From an optimization exercise on the open Yosys and OpenROAD flow, aimed at small area; shortcuts taken in it are not production practice. Where RTL was checked, it was by simulation tests only, not by an equivalence proof against the original. For runs 1 and 2, only the layout was checked, not whether the RTL still works. Power figures rest on the tool's default switching activity, not on a simulated workload.

--- design/flow/config.mk ---
export PLATFORM = sky130hd
export DESIGN_NAME = dcc_packet_core
export DESIGN_NICKNAME = dcc_packet_core
export VERILOG_FILES = /design/flow/design.v
export SDC_FILE = /design/flow/constraint.sdc
export NUM_CORES = 4
export LEC_CHECK = 0
export CAP_MARGIN = 20
export CORE_MARGIN = 2
export CORE_UTILIZATION = 40
export SLEW_MARGIN = 20
--- design/flow/constraint.sdc ---
create_clock -name core_clock -period 10.0 [get_ports {clk}]
set_input_delay 2.0000 -clock core_clock [delete_from_list [all_inputs] [get_ports {clk}]]
set_output_delay 2.0000 -clock core_clock [all_outputs]
set_load 0.01 [all_outputs]
--- design/flow/design.v ---
module dcc_encoder (
    input  wire [39:0] payload,    
    input  wire [1:0]  kc,         
    output wire [47:0] bytes,      
    output wire [55:0] frame,
    output wire [5:0]  bit_count
);
    wire [7:0] p0 = payload[39:32];
    wire [7:0] p1 = payload[31:24];
    wire [7:0] p2 = payload[23:16];
    wire [7:0] p3 = payload[15:8];
    wire [7:0] p4 = payload[7:0];
    wire [7:0] cs = p0 ^ p1 ^ p2 ^ p3 ^ p4;
    wire [7:0] q2 = p2 | ((kc == 2'd0) ? cs : 8'h00);
    wire [7:0] q3 = p3 | ((kc == 2'd1) ? cs : 8'h00);
    wire [7:0] q4 = p4 | ((kc == 2'd2) ? cs : 8'h00);
    wire [7:0] q5 =      ((kc == 2'd3) ? cs : 8'h00);
    assign bytes = {p0, p1, q2, q3, q4, q5};
    assign frame = {1'b0, p0, 1'b0, p1, 1'b0, q2, kc == 2'd0, q3, kc == 2'd1, q4,
                    kc == 2'd2, q5, kc == 2'd3, 1'b0};
    assign bit_count = (kc == 2'd0) ? 6'd28 : (kc == 2'd1) ? 6'd37 : (kc == 2'd2) ? 6'd46 : 6'd55;
endmodule
module dcc_cmd_decode (
    input  wire [207:0] cmd_word,
    input  wire         acc_rev,       
    output reg          do_load,       
    output reg          do_rsp,        
    output reg  [1:0]   rsp_kind,      
    output reg  [3:0]   slot,          
    output reg  [39:0]  payload,
    output reg  [1:0]   kc,            
    output reg          rep4,          
    output reg          thr            
);
    wire [7:0]  opcode = cmd_word[7:0];
    wire [3:0]  argc   = cmd_word[11:8];
    wire        rsv_ok = (cmd_word[15:12] == 4'd0);
    wire [31:0] a0 = cmd_word[47:16];
    wire [31:0] a1 = cmd_word[79:48];
    wire [31:0] a2 = cmd_word[111:80];
    wire [31:0] a3 = cmd_word[143:112];
    wire [31:0] a4 = cmd_word[175:144];
    wire [31:0] a5 = cmd_word[207:176];
    function z;
        input [31:0] x;
        input integer n;
        integer j;
        begin
            z = 1'b1;
            for (j = 0; j < 32; j = j + 1)
                if (j >= n && x[j]) z = 1'b0;
        end
    endfunction
    function cab_ok;
        input [31:0] x;
        begin
            cab_ok = z(x, 14) && !(x[13] && (x[12] || x[11]));
        end
    endfunction
    function cv_ok;
        input [31:0] x;
        begin
            cv_ok = (z(x, 10) && (x[9:0] != 10'd0)) || (x == 32'd1024);
        end
    endfunction
    wire is_thr  = (opcode == 8'h01);
    wire [31:0] cab = is_thr ? a1 : a0;
    wire        two = (cab[13:7] != 7'd0);       
    wire        cabv = cab_ok(cab);
    wire [9:0]  cv_a = a1[9:0] - 10'd1;
    wire        sp_neg  = a2[31];
    wire        sp_big  = !a2[31] && (!z(a2, 7) || (a2[6:0] >= 7'd126));
    wire [6:0]  sp_inc  = a2[6:0] + 7'd1;
    wire [6:0]  sp_code = sp_neg ? 7'd1 : sp_big ? 7'd127 : (a2[6:0] == 7'd0) ? 7'd0 : sp_inc;
    wire [2:0]  bitn = a2[31] ? 3'd0 : !z(a2, 3) ? 3'd7 : a2[2:0];
    wire        bitv = !a3[31] && (a3[30:0] != 31'd0);
    reg  [23:0] rest;    
    reg         cabcmd;
    always @* begin
        do_load  = 1'b0;
        do_rsp   = 1'b0;
        rsp_kind = 2'd1;
        slot     = 4'd0;
        kc       = 2'd0;
        rep4     = 1'b0;
        thr      = 1'b0;
        rest     = 24'd0;
        cabcmd   = 1'b1;
        payload  = 40'd0;
        if (rsv_ok) begin
            case (opcode)
            8'h01: begin
                rest = {8'h3F, a3[0], sp_code, 8'h00};
                kc   = two ? 2'd2 : 2'd1;
                slot = a0[3:0];
                if (argc == 4'd4 && z(a0, 4) && a0[3:0] != 4'd0 && a0[3:0] <= 4'd12
                    && cabv && z(a3, 1)) begin
                    do_load = 1'b1;
                    thr     = 1'b1;
                end
            end
            8'h02: begin
                rep4 = 1'b1;
                if (argc == 4'd2) begin
                    rest = {2'b10, a1[5:0], 16'h0000};
                    kc   = two ? 2'd1 : 2'd0;
                    if (cabv && z(a1, 8)) do_load = 1'b1;
                end else begin
                    rest = {7'b1101111, a1[0], a2[7:0], 8'h00};
                    kc   = two ? 2'd2 : 2'd1;
                    if (argc == 4'd3 && cabv && z(a1, 8) && z(a2, 8)) do_load = 1'b1;
                end
            end
            8'h03: begin
                cabcmd = 1'b0;
                rep4   = 1'b1;
                payload = {2'b10, a0[5:0], 1'b1, ~a0[8:6], 1'b1, a1[1:0], a2[0] ^ acc_rev, 24'd0};
                if (argc == 4'd3 && z(a0, 9) && z(a1, 2) && z(a2, 1)) do_load = 1'b1;
            end
            8'h04: begin
                cabcmd = 1'b0;
                kc     = argc[1:0] - 2'd3;
                slot   = a0[3:0];
                payload = {a1[7:0], a2[7:0],
                           (argc >= 4'd4) ? a3[7:0] : 8'h00,
                           (argc >= 4'd5) ? a4[7:0] : 8'h00,
                           (argc >= 4'd6) ? a5[7:0] : 8'h00};
                if (argc < 4'd3 || argc > 4'd6)
                    do_rsp = 1'b1;
                else if (!(z(a1, 8) && z(a2, 8) && (argc < 4'd4 || z(a3, 8))
                           && (argc < 4'd5 || z(a4, 8)) && (argc < 4'd6 || z(a5, 8))))
                    do_rsp = 1'b1;
                else if (z(a0, 4) && a0[3:0] <= 4'd12)
                    do_load = 1'b1;
            end
            8'h08: begin
                rep4 = 1'b1;
                rest = {6'b111011, cv_a[9:8], cv_a[7:0], a2[7:0]};
                kc   = two ? 2'd3 : 2'd2;
                if (argc == 4'd3 && cabv && cv_ok(a1) && z(a2, 8)) do_load = 1'b1;
            end
            8'h09: begin
                rep4 = 1'b1;
                rest = {6'b111010, cv_a[9:8], cv_a[7:0], 4'hF, bitv, bitn};
                kc   = two ? 2'd3 : 2'd2;
                if (argc == 4'd4 && cabv && cv_ok(a1)) do_load = 1'b1;
            end
            8'h0A: begin
                rsp_kind = 2'd2;
                if (argc == 4'd0) do_rsp = 1'b1;
            end
            8'h0B: begin
                rsp_kind = 2'd3;
                if (argc == 4'd0) do_rsp = 1'b1;
            end
            default: ;
            endcase
        end
        if (cabcmd)
            payload = two ? {2'b11, cab[13:8], cab[7:0], rest}
                          : {cab[7:0], rest, 8'h00};
    end
endmodule
module dcc_packet_core (
    input  wire         clk,
    input  wire         rst,           
    input  wire         cmd_valid,
    output wire         cmd_ready,
    input  wire [207:0] cmd_word,
    input  wire         cfg_we,
    input  wire         cfg_acc_rev,
    input  wire         pkt_done,      
    output wire [55:0]  tx_frame,      
    output wire [5:0]   tx_len,        
    output wire [3:0]   tx_slot,       
    output reg          rsp_valid,
    output reg  [1:0]   rsp_kind,      
    output wire [3:0]   rsp_slot,
    output wire [6:0]   rsp_speed,
    output wire         rsp_dir,
    output wire [2:0]   rsp_len,
    output wire [47:0]  rsp_bytes,
    output wire [7:0]   rsp_rep
);
    localparam NS = 13;                
    localparam EW = 46;                
    localparam [41:0] IDLE_PK = {8'hFF, 32'h0, 2'd0};    
    reg acc_rev;
    wire        dec_load, dec_rsp, dec_rep4, dec_thr;
    wire [1:0]  dec_kind, dec_kc;
    wire [3:0]  dec_slot;
    wire [39:0] dec_payload;
    dcc_cmd_decode u_dec (
        .cmd_word (cmd_word),
        .acc_rev  (acc_rev),
        .do_load  (dec_load),
        .do_rsp   (dec_rsp),
        .rsp_kind (dec_kind),
        .slot     (dec_slot),
        .payload  (dec_payload),
        .kc       (dec_kc),
        .rep4     (dec_rep4),
        .thr      (dec_thr)
    );
    reg  [39:0] c_pay;
    reg  [1:0]  c_kc;
    reg  [3:0]  c_slot;
    reg         c_rep4;
    reg         c_thr;
    reg         waiting;               
    reg         last_valid;
    reg  [EW*NS-1:0] ring;
    reg  [3:0]  h;                     
    reg  [3:0]  recycle_reg;           
    reg  [3:0]  max_loaded;
    reg         next_valid;
    reg  [3:0]  next_slot;
    reg         next_rep4;
    reg         cj_run;
    reg  [3:0]  cj_cnt;
    reg         cj_inplace;
    reg         cj_clear;              
    reg  [3:0]  cur;
    reg  [3:0]  rot;
    reg  [2:0]  repeat_left;
    reg  [41:0] latch;                 
    reg         eg_wait;               
    reg         eg_run;
    reg         eg_scan;               
    reg  [3:0]  eg_cnt;
    assign cmd_ready = !waiting && !cj_run;
    wire accept = cmd_valid && cmd_ready;
    wire [47:0] tx_bytes_unused;
    dcc_encoder u_tx (
        .payload  (latch[41:2]),
        .kc       (latch[1:0]),
        .bytes    (tx_bytes_unused),
        .frame    (tx_frame),
        .bit_count(tx_len)
    );
    assign tx_slot = cur;
    wire [55:0] rsp_frame_unused;
    wire [5:0]  rsp_bits_unused;
    dcc_encoder u_rsp (
        .payload  (c_pay),
        .kc       (c_kc),
        .bytes    (rsp_bytes),
        .frame    (rsp_frame_unused),
        .bit_count(rsp_bits_unused)
    );
    wire [7:0] sp_byte = c_kc[0] ? c_pay[23:16] : c_pay[15:8];
    assign rsp_dir   = sp_byte[7];
    assign rsp_speed = (sp_byte[6:1] == 6'd0) ? 7'd0 : sp_byte[6:0] - 7'd1;
    assign rsp_slot  = (rsp_kind == 2'd3) ? 4'd12 : c_slot;
    assign rsp_len   = {1'b0, c_kc} + 3'd3;
    assign rsp_rep   = {5'd0, c_rep4, 2'd0};
    wire [EW-1:0] hd     = ring[EW*NS-1 -: EW];
    wire [3:0]    hd_own = hd[3:0];
    wire          hd_v   = (hd_own != 4'd0);
    wire [41:0]   hd_pk  = hd[45:4];
    wire rel = waiting && !next_valid;
    wire one_shot = (c_slot == 4'd0);
    wire match_prev = hd_v && (hd_own == c_slot);
    wire cj_write   = cj_run && !cj_clear && (cj_inplace ? match_prev : (h == next_slot));
    wire cj_inval   = cj_run && (cj_clear || (!cj_inplace && match_prev));
    wire [EW-1:0] wr_entry = cj_write ? {c_pay, c_kc, c_slot}
                                      : {hd[45:4], cj_inval ? 4'd0 : hd_own};
    wire [4:0] key     = {h <= rot, h};
    wire [4:0] cur_key = {cur <= rot, cur};
    wire       eg_hit  = eg_run && (eg_scan ? (hd_v && (cur == 4'd15 || key < cur_key))
                                            : (h == cur));
    wire eg_event = (pkt_done && !cj_run) || (eg_wait && !cj_run);
    wire [3:0] rotc = (cur != 4'd0 && cur != 4'd15) ? cur : rot;
    wire r1 = (cur == 4'd0) && (repeat_left != 3'd0);
    wire r2 = !r1 && next_valid;
    wire r3 = !r1 && !next_valid && (max_loaded != 4'd0);
    wire r4 = !r1 && !next_valid && (max_loaded == 4'd0);
    always @(posedge clk) begin
        ring <= {ring[EW*(NS-1)-1:0], wr_entry};
        if (rst) begin
            h           <= 4'd0;
            acc_rev     <= 1'b0;
            waiting     <= 1'b0;
            last_valid  <= 1'b0;
            recycle_reg <= 4'd0;
            max_loaded  <= 4'd0;
            next_valid  <= 1'b0;
            cj_run      <= 1'b1;
            cj_cnt      <= 4'd0;
            cj_clear    <= 1'b1;
            cur         <= 4'd15;
            rot         <= 4'd0;
            repeat_left <= 3'd0;
            latch       <= IDLE_PK;
            eg_wait     <= 1'b0;
            eg_run      <= 1'b0;
            rsp_valid   <= 1'b0;
        end else begin
            h <= (h == 4'd12) ? 4'd0 : h + 4'd1;
            rsp_valid <= 1'b0;
            if (cfg_we && cmd_ready)
                acc_rev <= cfg_acc_rev;
            if (accept) begin
                if (dec_load) begin
                    waiting <= 1'b1;
                    c_pay   <= dec_payload;
                    c_kc    <= dec_kc;
                    c_slot  <= dec_slot;
                    c_rep4  <= dec_rep4;
                    c_thr   <= dec_thr;
                end
                if (dec_rsp && !(dec_kind == 2'd2 && !last_valid)) begin
                    rsp_valid <= 1'b1;
                    rsp_kind  <= dec_kind;
                end
            end
            if (rel) begin
                waiting    <= 1'b0;
                last_valid <= 1'b1;
                next_valid <= 1'b1;
                next_rep4  <= c_rep4;
                cj_run     <= 1'b1;
                cj_cnt     <= 4'd0;
                cj_inplace <= 1'b0;
                cj_clear   <= 1'b0;
                if (one_shot) begin
                    next_slot <= 4'd0;
                end else if (recycle_reg != 4'd0) begin
                    next_slot   <= recycle_reg;
                    recycle_reg <= 4'd0;
                end else if (max_loaded != 4'd12) begin
                    next_slot  <= max_loaded + 4'd1;
                    max_loaded <= max_loaded + 4'd1;
                end else begin
                    cj_inplace <= 1'b1;
                end
                if (c_thr) begin
                    rsp_valid <= 1'b1;
                    rsp_kind  <= 2'd0;
                end
            end
            if (cj_run) begin
                cj_cnt <= cj_cnt + 4'd1;
                if (cj_cnt == 4'd12)
                    cj_run <= 1'b0;
                if (cj_inval && !cj_clear)
                    recycle_reg <= h;
                if (cj_inplace && cj_write)
                    next_slot <= h;
            end
            if (pkt_done && cj_run)
                eg_wait <= 1'b1;
            if (eg_event) begin
                eg_wait <= 1'b0;
                if (r1) begin
                    repeat_left <= repeat_left - 3'd1;
                end else begin
                    rot <= rotc;
                    if (r2) begin
                        cur         <= next_slot;
                        repeat_left <= (next_slot == 4'd0 && next_rep4) ? 3'd4 : 3'd0;
                        next_valid  <= 1'b0;
                        eg_run      <= 1'b1;
                        eg_scan     <= 1'b0;
                        eg_cnt      <= 4'd0;
                    end else if (r3) begin
                        if (!(rotc < max_loaded))
                            rot <= 4'd0;
                        eg_run  <= 1'b1;
                        eg_scan <= 1'b1;
                        eg_cnt  <= 4'd0;
                        cur     <= 4'd15;
                    end else begin
                        cur   <= 4'd15;
                        latch <= IDLE_PK;
                    end
                end
            end
            if (eg_run) begin
                eg_cnt <= eg_cnt + 4'd1;
                if (eg_cnt == 4'd12)
                    eg_run <= 1'b0;
                if (eg_hit) begin
                    latch <= hd_pk;
                    if (eg_scan)
                        cur <= h;
                end
            end
        end
    end
endmodule
--- design/flow/flow/run.sh ---
#!/bin/bash
# Standard ORFS layout (standard.sh), with two changes:
#  - each port gets a sky130_fd_sc_hd__buf_1 buffer (the default picks a larger cell);
#  - clock tree synthesis uses small clock buffers and inserts no dummy loads.
set -euo pipefail
cd "$(dirname "$0")/.."
export BUFFER_PORTS_ARGS="-buffer_cell sky130_fd_sc_hd__buf_1"
export CTS_ARGS="-sink_clustering_enable -repair_clock_nets -dont_use_dummy_load -buf_list {sky130_fd_sc_hd__clkbuf_4 sky130_fd_sc_hd__clkbuf_8}"
bash standard.sh > flow_standard.log 2>&1
--- design/flow/standard.sh ---
#!/bin/bash
# synth_recipe.tcl (not shown) runs the flow's synth.tcl, then flattens the netlist and writes it again
# the make line also repeats each setting of config.mk as NAME=value (left out here)
make -C /OpenROAD-flow-scripts/flow DESIGN_CONFIG=/design/flow/config.mk WORK_HOME=/design/flow/orfs CLKGATE_MAP_FILE= SYNTH_SCRIPT=/design/flow/synth_recipe.tcl "${@:-finish}"
==> results of run 1 <==
-- cells in the mapped netlist (4+ instances only) --
cell type | count | area, µm²
a211oi_1 | 11 | 82.6
a21o_1 | 53 | 398
a21oi_1 | 77 | 385
a221oi_1 | 4 | 35.0
a222oi_1 | 4 | 40.0
a22o_1 | 12 | 105
a22oi_1 | 9 | 67.6
a31oi_1 | 4 | 25.0
a41oi_1 | 4 | 35.0
and2_1 | 28 | 175
and3_1 | 7 | 43.8
buf_1 | 5 | 18.8
buf_2 | 12 | 60.1
buf_4 | 47 | 353
clkbuf_1 | 54 | 203
dfxtp_1 | 676 | 13500
edfxtp_1 | 61 | 1830
ha_1 | 48 | 601
inv_1 | 40 | 150
mux2_2 | 46 | 518
mux2i_1 | 62 | 621
nand2_1 | 150 | 563
nand2b_1 | 10 | 62.6
nand3_1 | 42 | 210
nand3b_1 | 6 | 45.0
nand4_1 | 14 | 87.6
nor2_1 | 97 | 364
nor2b_1 | 15 | 93.8
nor3_1 | 33 | 165
nor3b_1 | 6 | 45.0
nor4_1 | 52 | 325
nor4b_1 | 8 | 70.1
o211ai_1 | 7 | 52.6
o21a_1 | 5 | 37.5
o21ai_0 | 26 | 130
o21ai_1 | 22 | 110
o221ai_1 | 4 | 35.0
o22ai_1 | 5 | 31.3
or2_2 | 7 | 43.8
or3_1 | 5 | 31.3
or4_1 | 7 | 52.6
xnor2_1 | 78 | 683
xor2_1 | 19 | 166
-- power breakdown --
part | switching (mW) | total (mW) | internal [mW]
clock | 0.931 | 1.84 | 0.913
combinational | 0.0847 | 0.131 | 0.0462
sequential | 0.00568 | 2.98 | 2.98
total | 1.02 | 4.96 | 3.94
-- worst max-delay path: stages (launching register included) --
cell and delay [ps]:
edfxtp_1 1070, inv_1 390, o31ai_1 450, o2111a_1 370
nor2_1 80, buf_1 140
-- final timing paths --
check / start / end / slack [ps] / cells after the start
worst max register to register: cur[1]$_SDFF_PP1_ / latch[4]$_SDFF_PP0_ / 6910 / 11
worst max-delay path: c_kc[0]$_SDFFCE_PN0P_ / rsp_speed[5] / 4850 / 5
worst min register to register: ring[229]$_DFF_P_ / ring[275]$_DFF_P_ / 270 / 0
worst min-delay path: ring[229]$_DFF_P_ / ring[275]$_DFF_P_ / 270 / 0
-- metrics by stage --
stage | cells | hold slack, ps | worst slack (ps) | instance area, µm² | power (mW)
2_1_floorplan | 1956 | 310 | 3500 | 23300 | 3.11
3_3_place_gp | 2960 | 310 | 4440 | 25100 | 3.18
3_5_place_dp | 2960 | 312 | 4300 | 25100 | 3.18
4_1_cts | 3064 | 271 | 4760 | 26500 | 5.02
5_1_grt | 3066 | 281 | 4640 | 26500 | 5.16
6_report | 3066 | 268 | 4850 | 26500 | 4.96
-- placed cells by master (no fill, tap or decap), types with 5 or more instances in the layout --
cell,instances
xnor2_1,78
a22oi_1,9
conb_1,12
and3_1,7
o21ai_1,21
ha_1,48
or4_1,7
nand2b_1,10
mux2i_1,62
nor2_1,97
nor2b_1,15
a211oi_1,11
or2_2,7
mux2_2,46
or3_1,5
a21oi_1,76
o21ai_0,26
o22ai_1,5
o211ai_1,7
nor4b_1,7
a21o_1,53
o21a_1,5
buf_1,341
nand3b_1,6
nor4_1,51
nand3_1,42
clkbuf_8,104
nor3b_1,6
nor3_1,33
buf_4,15
nand4_1,14
a22o_1,12
nand2_1,150
edfxtp_1,61
xor2_1,19
and2_1,28
inv_1,40
dfxtp_1,676
-- routing by layer --
| layer | up-vias | GRT usage, % | wire, µm |
|---|---|---|---|
| li1 | 7324 | - | - |
| met3 | 96 | 3.72 | 3270 |
| met5 | - | 0 | 0 |
| met1 | 7439 | 26.6 | 27500 |
| met4 | 0 | 7.69 | 1680 |
| met2 | 542 | 33.7 | 28900 |
-- cell type report --
| cell class | instances | area share, % |
|---|---|---|
| Clock buffer | 104 | 5.40 |
| Sequential cell | 737 | 58.0 |
| Inverter | 43 | 0.618 |
| Timing Repair Buffer | 357 | 5.27 |
| Tap cell | 765 | 3.61 |
| Multi-Input combinational cell | 1058 | 27.1 |
| Antenna cell | 2 | 0.0189 |
-- kinds of logic after synthesis --
family | Yosys count | synth area share, %
buffers and inverters | 161 | 3.43
AND/OR/NAND/NOR | 509 | 11.1
AO/OA/AOI/OAI | 283 | 8.19
XOR/XNOR | 97 | 3.65
other | 2 | 0.0323
flip-flops | 737 | 66.0
multiplexers | 109 | 4.99
adder cells (fa/ha/maj) | 48 | 2.58
==> results.sh, run 1 <==
export IMPL_status="finished clean"
export IMPL_setup_tns_ps=0
export IMPL_relSlewSlack_pct=25.8
export IMPL_synth_ff_type="dfxtp_1"
export IMPL_ir_drop_uv=97.1
export IMPL_grt_pass1_wl_um=92500
export IMPL_finalWeightedCongestion=0.903
export IMPL_timing_fmax_mhz=194
export IMPL_top_regs="ring x598, latch x42, c_pay x40"
export IMPL_cts_hold_buf=0
export IMPL_firstDrtPassIters=7
export IMPL_drt_iter0_drc=847
export IMPL_fin_crit_sh_pct=51.5
export IMPL_post_cts_setup_buffers=0
export IMPL_hold_violations=0
export IMPL_endpoint_kind="output port"
export IMPL_cts_sinks=737
export IMPL_numCtsBuffers=104
export IMPL_grt_usage_pct=20.4
export IMPL_crit_required_ps=8000
export IMPL_clock_path_buffers=3
export IMPL_path_class="flop to output port"
export IMPL_start_kind="flop"
export IMPL_crit_fanout=16
export IMPL_die_w_um=245
export IMPL_hold_class="flop to flop"
export IMPL_regArea_mm2=0.0154
export IMPL_drv_slew=0
export IMPL_fin_crit_ps=5150
export IMPL_drc=0
export IMPL_p_leak_nw=9.88
export IMPL_grt_max_degree=50
export IMPL_initial_core_util_pct=40.4
export IMPL_via_per_inst=5.02
export IMPL_synth_avg_cell_area_um2=12.0
export IMPL_fin_skew_ps=107
export IMPL_multi_input_area_mm2=0.00719
export IMPL_power_density_mw_per_mm2=187
export IMPL_worst_ep_arrival_time_ps=3150
export IMPL_drive_gt1_share_pct=8.61
export IMPL_async_reset_ff_share_pct=0
export IMPL_final_antenna_net_count=0
export IMPL_grt_overflow_total=0
export IMPL_drv_cap=0
export IMPL_detail_route_wl_per_cell_um=20.0
export IMPL_insertion_delay_ps=680
export IMPL_row_count=88
export IMPL_synth_area_mm2=0.0233
export IMPL_synth_edf_count=61
export IMPL_grt_antenna_before_repair=4
export IMPL_num_vias=15400
export IMPL_area_delta_synth_final_pct=13.9
export IMPL_synth_warnings=2
export IMPL_nets=2563
export IMPL_clk_pin_slew_ps=60
export IMPL_clockRootBuffer="clkbuf_8"
export IMPL_cts_tree="yes"
export IMPL_hpwl_um=45700
export IMPL_io_buffer_count=342
export IMPL_ctsResizeCount=0
export IMPL_ys_seq_area_share_pct=66.0
export IMPL_setup_viol=0
export IMPL_yosysUniqueCellTypes=82
export IMPL_worstMarginPinSlew_ps=1110
export IMPL_fill_cells=5356
export IMPL_die_h_um=245
export IMPL_dieArea_mm2=0.0601
export IMPL_fin_util_pct=46.0
export IMPL_core_area_mm2=0.0576
export IMPL_largest_register="ring"
export IMPL_netlist_instances=1946
export IMPL_drt_total_wl_um=61400
export IMPL_htreeDepth=3
export IMPL_largest_register_ffs=598
export IMPL_grt_setup_unrepaired="no"
export IMPL_grt_pass1_vias=15500
export IMPL_num_io_pins=355
export IMPL_synth_seq_cells=737
==> run 2, diff against run 1 <==
==> design/flow/run.sh (new file) <==
#!/bin/bash
# synth_recipe.tcl (not shown) runs the flow's synth.tcl, then flattens the netlist and writes it again
# the make line also repeats each setting of config.mk as NAME=value (left out here)
make -C /OpenROAD-flow-scripts/flow DESIGN_CONFIG=/design/flow/config.mk WORK_HOME=/design/flow/orfs CLKGATE_MAP_FILE= SYNTH_SCRIPT=/design/flow/synth_recipe.tcl finish
--- a/design/flow/config.mk
+++ b/design/flow/config.mk
@@ -8,4 +8,5 @@
 export CAP_MARGIN = 20
 export CORE_MARGIN = 2
 export CORE_UTILIZATION = 40
+export CTS_BUF_LIST = sky130_fd_sc_hd__clkbuf_4 sky130_fd_sc_hd__clkbuf_8
 export SLEW_MARGIN = 20
removed: design/flow/flow/run.sh
removed: design/flow/standard.sh
==> results.sh, run 2 <==
export IMPL_status="finished clean"
export IMPL_post_place_ws_ps=3700
export IMPL_clock_path_buffers=3
export IMPL_highest_layer="met4"
export IMPL_drt_total_wl_um=63100
export IMPL_detail_route_wl_per_cell_um=20.0
export IMPL_async_reset_ff_share_pct=0
export IMPL_clockRootBuffer="clkbuf_8"
export IMPL_numCtsBuffers=110
export IMPL_mostFrequentLayoutCell="dfxtp_1"
export IMPL_final_cell_mix="dfxtp_1 (676), clkdlybuf4s50_1 (341), nand2_1 (150)"
export IMPL_drc=0
export IMPL_largest_register_ffs=598
export IMPL_synth_area_mm2=0.0233
export IMPL_yosysMostFrequentCell="dfxtp_1"
export IMPL_grt_max_degree=50
export IMPL_top_regs="ring x598, latch x42, c_pay x40"
export IMPL_post_cts_setup_buffers=0
export IMPL_synth_edf_count=61
export IMPL_ctsResizeCount=0
export IMPL_yosysTopAreaCellShare_pct=58.1
export IMPL_largest_register="ring"
export IMPL_cts_hold_buf=0
export IMPL_hold_class="flop to flop"
export IMPL_fin_crit_ps=5760
export IMPL_row_count=88
export IMPL_yosysUniqueCellTypes=82
export IMPL_grt_setup_unrepaired="no"
export IMPL_netlist_instances=1946
export IMPL_final_antenna_net_count=0
export IMPL_worst_ep_arrival_time_ps=6090
export IMPL_ys_seq_area_share_pct=66.0
export IMPL_ys_top_cells_by_area="dfxtp_1 (58%), edfxtp_1 (7.9%), xnor2_1 (2.9%), mux2i_1 (2.7%), ha_1 (2.6%)"
export IMPL_drive_gt1_share_pct=12.4
export IMPL_fin_skew_ps=48.9
export IMPL_cts_tree="yes"
export IMPL_grt_pass1_wl_um=95100
export IMPL_num_io_pins=355
export IMPL_insertion_delay_ps=720
export IMPL_initial_core_util_pct=40.4
export IMPL_dieArea_mm2=0.0601
export IMPL_wl_met1_um=27700
export IMPL_fin_crit_sh_pct=57.6
export IMPL_timing_hold_ws_ps=297
export IMPL_p_leak_nw=11.5
export IMPL_worst_slack_ps=4240
export IMPL_start_kind="primary input"
export IMPL_grt_usage_pct=20.9
export IMPL_path_class="primary input to flop"
export IMPL_endpoint_kind="flop"
export IMPL_grt_pass1_vias=15700
export IMPL_synth_warnings=2
export IMPL_power_density_mw_per_mm2=200
export IMPL_die_h_um=245
export IMPL_finalWeightedCongestion=0.888
export IMPL_worstMarginPinSlew_ps=1120
export IMPL_ys_top_cells_by_count="dfxtp_1 (676), nand2_1 (150), nor2_1 (97)"
export IMPL_firstDrtPassIters=6
export IMPL_ir_drop_uv=114
export IMPL_crit_fanout=48
export IMPL_crit_required_ps=10330
export IMPL_core_area_mm2=0.0576
export IMPL_via_per_inst=4.92
export IMPL_clk_pin_slew_ps=70
export IMPL_drv_slew=0
export IMPL_hpwl_um=46400
export IMPL_drt_iter0_drc=981
export IMPL_setup_viol=0
export IMPL_htreeDepth=3
export IMPL_drv_cap=0
export IMPL_setup_tns_ps=0
export IMPL_relSlewSlack_pct=25.4
export IMPL_synth_avg_cell_area_um2=12.0
export IMPL_area_delta_synth_final_pct=28.2
export IMPL_grt_overflow_total=0
export IMPL_die_w_um=245
export IMPL_num_vias=15600
export IMPL_dr_wl_met2_um=29800
export IMPL_timing_fmax_mhz=174
export IMPL_hold_violations=0
export IMPL_io_buffer_count=342
export IMPL_synth_ff_type="dfxtp_1"
export IMPL_nets=2565
export IMPL_grt_antenna_before_repair=7
export IMPL_cts_sinks=737
export IMPL_synth_seq_cells=737
export IMPL_fin_util_pct=51.8
export IMPL_yosysTopAreaCell="dfxtp_1"
export IMPL_wl_met3_um=3990
[run 2: cell counts after synthesis]
Identical to the previous run, type by type.
[run 2: per-stage QoR]
step                      cells  total power [mW]  area [µm²]
final                      3164              5.97       29900
after global routing       3164              6.18       29900
after CTS                  3163              6.04       29900
after detailed placement   2956              3.23       27200
after global placement     2956              3.23       27200
after floorplan            1956              3.11       23300
[run 2: worst max-delay path, stage by stage]
cell	delay, ps
clkdlybuf4s50_1	1090
nand4b_1	1070
a21oi_1	650
nor2_1	90
nor3_1	370
a21boi_4	240
buf_4	520
[run 2: worst paths after layout]
check	start	to	slack (ps)	cells past startpoint
max	cmd_word[0]	c_pay[29]$_DFFE_PP_	4240	7
min	ring[84]$_DFF_P_	ring[130]$_DFF_P_	300	0
min reg2reg	ring[84]$_DFF_P_	ring[130]$_DFF_P_	300	0
max reg2reg	cur[1]$_SDFF_PP1_	latch[13]$_SDFF_PP0_	6840	11
[run 2: layer usage]
layer | vias up | global-route usage [%]
met3 | 103 | 4.13
li1 | 7429 | -
met5 | - | 0
met1 | 7482 | 27.6
met4 | 0 | 7.19
met2 | 556 | 34.3
[run 2: cell type report]
cell class	count	area (µm²)
Antenna cell	1	2.50
Clock buffer	176	2240
Clock inverter	31	434
Fill cell	5044	27700
Inverter	43	164
Multi-Input combinational cell	1058	7190
Sequential cell	737	15400
Tap cell	765	957
Timing Repair Buffer	353	3500
[run 2: cells by family (layout without fill, tap and decap cells)]
logic type | count (synthesis) | count (layout) | synth area share, %
compound gates | 283 | 283 | 8.19
xor+xnor | 97 | 97 | 3.65
fa+ha+maj | 48 | 48 | 2.58
buf+inv | 161 | 603 | 3.43
flops | 737 | 737 | 66.0
mux | 109 | 109 | 4.99
other cells | 2 | 13 | 0.0323
simple gates | 509 | 509 | 11.1
[run 2: where the power goes]
part | switching (mW) | leakage (nW) | internal [mW] | total [mW]
clock | 1.17 | 1.41 | 1.63 | 2.80
sequential | 0.00574 | 5.94 | 2.98 | 2.98
combinational | 0.0849 | 4.10 | 0.101 | 0.186
==> run 3, diff against run 2 <==
--- a/design/flow/design.v
+++ b/design/flow/design.v
@@ -183,7 +183,7 @@
     output wire [7:0]   rsp_rep
 );
     localparam NS = 13;                
-    localparam EW = 46;                
+    localparam EW = 47;                
     localparam [41:0] IDLE_PK = {8'hFF, 32'h0, 2'd0};    
     reg acc_rev;
     wire        dec_load, dec_rsp, dec_rep4, dec_thr;
@@ -219,7 +219,6 @@
     reg         cj_run;
     reg  [3:0]  cj_cnt;
     reg         cj_inplace;
-    reg         cj_clear;              
     reg  [3:0]  cur;
     reg  [3:0]  rot;
     reg  [2:0]  repeat_left;
@@ -228,6 +227,7 @@
     reg         eg_run;
     reg         eg_scan;               
     reg  [3:0]  eg_cnt;
+    reg  [4:0]  best;
     assign cmd_ready = !waiting && !cj_run;
     wire accept = cmd_valid && cmd_ready;
     wire [47:0] tx_bytes_unused;
@@ -255,20 +255,18 @@
     assign rsp_len   = {1'b0, c_kc} + 3'd3;
     assign rsp_rep   = {5'd0, c_rep4, 2'd0};
     wire [EW-1:0] hd     = ring[EW*NS-1 -: EW];
-    wire [3:0]    hd_own = hd[3:0];
-    wire          hd_v   = (hd_own != 4'd0);
-    wire [41:0]   hd_pk  = hd[45:4];
+    wire          hd_v   = hd[0];
+    wire [3:0]    hd_own = hd[4:1];
+    wire [41:0]   hd_pk  = hd[46:5];
     wire rel = waiting && !next_valid;
     wire one_shot = (c_slot == 4'd0);
     wire match_prev = hd_v && (hd_own == c_slot);
-    wire cj_write   = cj_run && !cj_clear && (cj_inplace ? match_prev : (h == next_slot));
-    wire cj_inval   = cj_run && (cj_clear || (!cj_inplace && match_prev));
-    wire [EW-1:0] wr_entry = cj_write ? {c_pay, c_kc, c_slot}
-                                      : {hd[45:4], cj_inval ? 4'd0 : hd_own};
-    wire [4:0] key     = {h <= rot, h};
-    wire [4:0] cur_key = {cur <= rot, cur};
-    wire       eg_hit  = eg_run && (eg_scan ? (hd_v && (cur == 4'd15 || key < cur_key))
-                                            : (h == cur));
+    wire cj_write   = cj_run && (cj_inplace ? match_prev : (h == next_slot));
+    wire cj_inval   = cj_run && !cj_inplace && match_prev;
+    wire [EW-1:0] wr_entry = cj_write ? {c_pay, c_kc, c_slot, !one_shot}
+                                      : {hd[46:1], hd_v && !cj_inval};
+    wire [4:0] key    = {h <= rot, h};
+    wire       eg_hit = eg_run && (eg_scan ? (hd_v && key < best) : (h == cur));
     wire eg_event = (pkt_done && !cj_run) || (eg_wait && !cj_run);
     wire [3:0] rotc = (cur != 4'd0 && cur != 4'd15) ? cur : rot;
     wire r1 = (cur == 4'd0) && (repeat_left != 3'd0);
@@ -277,6 +275,11 @@
     wire r4 = !r1 && !next_valid && (max_loaded == 4'd0);
     always @(posedge clk) begin
         ring <= {ring[EW*(NS-1)-1:0], wr_entry};
+        if (rst) begin : clr
+            integer i;
+            for (i = 0; i < NS; i = i + 1)
+                ring[EW*i] <= 1'b0;
+        end
         if (rst) begin
             h           <= 4'd0;
             acc_rev     <= 1'b0;
@@ -285,9 +288,7 @@
             recycle_reg <= 4'd0;
             max_loaded  <= 4'd0;
             next_valid  <= 1'b0;
-            cj_run      <= 1'b1;
-            cj_cnt      <= 4'd0;
-            cj_clear    <= 1'b1;
+            cj_run      <= 1'b0;
             cur         <= 4'd15;
             rot         <= 4'd0;
             repeat_left <= 3'd0;
@@ -322,7 +323,6 @@
                 cj_run     <= 1'b1;
                 cj_cnt     <= 4'd0;
                 cj_inplace <= 1'b0;
-                cj_clear   <= 1'b0;
                 if (one_shot) begin
                     next_slot <= 4'd0;
                 end else if (recycle_reg != 4'd0) begin
@@ -343,7 +343,7 @@
                 cj_cnt <= cj_cnt + 4'd1;
                 if (cj_cnt == 4'd12)
                     cj_run <= 1'b0;
-                if (cj_inval && !cj_clear)
+                if (cj_inval)
                     recycle_reg <= h;
                 if (cj_inplace && cj_write)
                     next_slot <= h;
@@ -369,7 +369,7 @@
                         eg_run  <= 1'b1;
                         eg_scan <= 1'b1;
                         eg_cnt  <= 4'd0;
-                        cur     <= 4'd15;
+                        best    <= 5'h1F;
                     end else begin
                         cur   <= 4'd15;
                         latch <= IDLE_PK;
@@ -382,8 +382,10 @@
                     eg_run <= 1'b0;
                 if (eg_hit) begin
                     latch <= hd_pk;
-                    if (eg_scan)
-                        cur <= h;
+                    if (eg_scan) begin
+                        cur  <= h;
+                        best <= key;
+                    end
                 end
             end
         end
--- a/design/flow/config.mk
+++ b/design/flow/config.mk
@@ -8,5 +8,4 @@
 export CAP_MARGIN = 20
 export CORE_MARGIN = 2
 export CORE_UTILIZATION = 40
-export CTS_BUF_LIST = sky130_fd_sc_hd__clkbuf_4 sky130_fd_sc_hd__clkbuf_8
 export SLEW_MARGIN = 20
==> results.sh, run 3 <==
export IMPL_status="finished clean"
export IMPL_drv_slew=0
export IMPL_ctsResizeCount=0
export IMPL_swShare_pct=20.7
export IMPL_endpoint_kind="output port"
export IMPL_synth_ff_type="dfxtp_1"
export IMPL_p_leak_nw=11.6
export IMPL_hold_class="flop to flop"
export IMPL_top_regs="ring x611, latch x42, c_pay x40"
export IMPL_yosysUniqueCellTypes=68
export IMPL_grt_max_degree=54
export IMPL_die_h_um=247
export IMPL_start_kind="flop"
export IMPL_dieArea_mm2=0.0608
export IMPL_ys_seq_area_share_pct=67.1
export IMPL_finalWeightedCongestion=0.907
export IMPL_drt_total_wl_um=63500
export IMPL_detail_route_wl_per_cell_um=20.4
export IMPL_crit_fanout=16
export IMPL_clockPowerShare_pct=45.6
export IMPL_largest_register_ffs=611
export IMPL_fin_skew_ps=17.6
export IMPL_netlist_instances=1973
export IMPL_clockRootBuffer="clkbuf_16"
export IMPL_grt_overflow_total=0
export IMPL_row_count=88
export IMPL_whs_path_depth=0
export IMPL_mostFrequentLayoutCell="dfxtp_1"
export IMPL_power_frac_seq_pct=51.2
export IMPL_grt_antenna_before_repair=3
export IMPL_synth_seq_cells=754
export IMPL_intPower_mw=4.73
export IMPL_synth_edf_count=70
export IMPL_grt_usage_pct=21.0
export IMPL_worst_r2r_path_depth=14
export IMPL_yosysTopAreaCell="dfxtp_1"
export IMPL_async_reset_ff_share_pct=0
export IMPL_hpwl_um=46600
export IMPL_yosysTopAreaCellShare_pct=58.1
export IMPL_htreeDepth=3
export IMPL_fin_area_mm2=0.0299
export IMPL_ir_drop_uv=116
export IMPL_cts_hold_buf=0
export IMPL_num_vias=15300
export IMPL_timing_fmax_mhz=188
export IMPL_ys_top_cells_by_area="dfxtp_1 (58%), edfxtp_1 (8.9%), xnor2_1 (3.1%), nand2_1 (2.7%), mux2i_1 (2.3%)"
export IMPL_relSlewSlack_pct=32.9
export IMPL_final_antenna_net_count=0
export IMPL_yosysMostFrequentCell="dfxtp_1"
export IMPL_dp_cells=2979
export IMPL_ys_top_cells_by_count="dfxtp_1 (684), nand2_1 (168), nor2_1 (109)"
export IMPL_via_per_inst=4.92
export IMPL_clock_path_buffers=3
export IMPL_worstMarginPinSlew_ps=997
export IMPL_setup_tns_ps=0
export IMPL_post_cts_setup_buffers=0
export IMPL_p_comb_share_pct=3.1
export IMPL_grt_pass1_vias=15300
export IMPL_timing_hold_ws_ps=317
export IMPL_drive_gt1_share_pct=8.32
export IMPL_final_cell_mix="dfxtp_1 (684), clkdlybuf4s50_1 (341), nand2_1 (167)"
export IMPL_worst_ep_arrival_time_ps=3310
export IMPL_path_class="flop to output port"
export IMPL_io_buffer_count=342
export IMPL_core_area_mm2=0.0579
export IMPL_fin_crit_sh_pct=53.1
export IMPL_synth_warnings=2
export IMPL_cts_tree="yes"
export IMPL_num_io_pins=355
export IMPL_drv_cap=0
export IMPL_drt_iter0_drc=1063
export IMPL_die_w_um=247
export IMPL_finalNonFillerCells=3112
export IMPL_drc=0
export IMPL_grt_setup_unrepaired="no"
export IMPL_clk_pin_slew_ps=60
export IMPL_synth_avg_cell_area_um2=11.9
export IMPL_firstDrtPassIters=5
export IMPL_initial_core_util_pct=40.7
export IMPL_nets=2544
export IMPL_fin_crit_ps=5310
export IMPL_setup_viol=0
export IMPL_grt_pass1_wl_um=94400
export IMPL_insertion_delay_ps=610
export IMPL_dpl_cell_area_mm2=0.0274
export IMPL_cts_sinks=754
export IMPL_fill_cells=5112
export IMPL_power_density_mw_per_mm2=200
export IMPL_hold_violations=0
export IMPL_area_delta_synth_final_pct=26.9
export IMPL_numCtsBuffers=72
export IMPL_power_switching_mw=1.24
export IMPL_largest_register="ring"
export IMPL_synth_area_mm2=0.0236
export IMPL_crit_required_ps=8000
## run 3: final timing paths
kind	slack [ps]	endpoint	from
min reg2reg	320	ring[374]$_DFF_P_	ring[327]$_DFF_P_
max reg2reg	6620	latch[26]$_SDFF_PP0_	h[0]$_SDFF_PP0_
min	320	ring[374]$_DFF_P_	ring[327]$_DFF_P_
max	4690	rsp_bytes[28]	c_kc[0]$_SDFFCE_PN0P_
## run 3: cell type report
cell class | instances | area, µm² | share of cell area (%)
antenna | 3 | 7.51 | 0.0251
tap | 765 | 957 | 3.20
sequential | 754 | 15800 | 52.9
clock inverter | 30 | 363 | 1.21
inverter | 44 | 165 | 0.553
clock buffer | 100 | 2070 | 6.93
timing repair buffer | 354 | 3510 | 11.7
multi-input combinational | 1062 | 7010 | 23.5
## run 3: kinds of logic (layout without fill, tap and decap cells)
group | after synthesis | after routing | share of synthesized area [%]
buffers and inverters | 167 | 528 | 3.55
adder cells (fa/ha/maj) | 42 | 42 | 2.23
flip-flops | 754 | 754 | 67.1
multiplexers | 100 | 100 | 4.51
other | 2 | 15 | 0.0319
AND/OR/NAND/NOR | 515 | 515 | 10.8
XOR/XNOR | 101 | 101 | 3.76
AO/OA/AOI/OAI | 292 | 292 | 8.08
## run 3: per-layer routing
layer	GRT usage [%]	share of wire [%]	up-vias
met5	0	0	-
met4	9.62	3.9	0
met3	4.16	6.1	113
met2	33.2	45	572
met1	27.7	45	7304
li1	-	-	7329
## run 3: metrics by stage
stage | util [%] | total power, mW | setup slack, ps
3_3_place_gp | 47.4 | 3.31 | 4290
4_1_cts | 51.6 | 6.03 | 4600
5_1_grt | 51.6 | 6.16 | 4490
6_report | 51.6 | 5.96 | 4690
3_5_place_dp | 47.4 | 3.31 | 4230
2_1_floorplan | - | 3.18 | 4840
## run 3: power groups by stage
stage / registers (mW) / clock network, mW / logic (mW)
global route: 3.05 / 2.91 / 0.200
finish: 3.05 / 2.72 / 0.187
global placement: 3.12 / 0 / 0.184
CTS: 3.05 / 2.79 / 0.186
detailed placement: 3.12 / 0 / 0.186
floorplan: 3.12 / 0 / 0.0648
## run 3: worst max-delay path, cell delays in order (launching register included)
cell	delay (ps)
edfxtp_1	700
inv_1	550
ha_1	590
a21o_1	300
clkdlybuf4s50_1	570

-- port drivers added, routing unchanged --
The results above use ideal ports. As a check the final layouts listed here were re-extracted and re-timed, cells and wires unchanged. Step 1, drivers: a clkbuf_16 drives clk and a buf_2 each remaining input, both assumed. Step 2 times the ports against the registers' clock, not the clock port: input delays grow and output delays shrink by t, the midpoint of the rising clock arrivals with the driver on. Three values: no drivers, after step 1, after step 2; two values: the first two.
run | shift t [ns] | slack for setup (ns) | worst hold slack (ns) | slew at the worst register clock pin (ns) | pins driven straight from the clock port
run 1 | 0.695 | 4.852 / 4.788 / 4.254 | 0.268 / 0.268 / 0.268 | 0.07 / 0.07 | 1
run 2 | 0.754 | 4.244 / 4.241 / 3.503 | 0.297 / 0.297 / 0.297 | 0.07 / 0.07 | 1
run 3 | 0.652 | 4.687 / 4.631 / 4.270 | 0.317 / 0.317 / 0.317 | 0.07 / 0.07 | 1
After both steps every run listed still meets setup and hold. The setup slack of run 2, which loses most, moves by -0.003 ns with the drivers and by -0.741 ns with both steps.
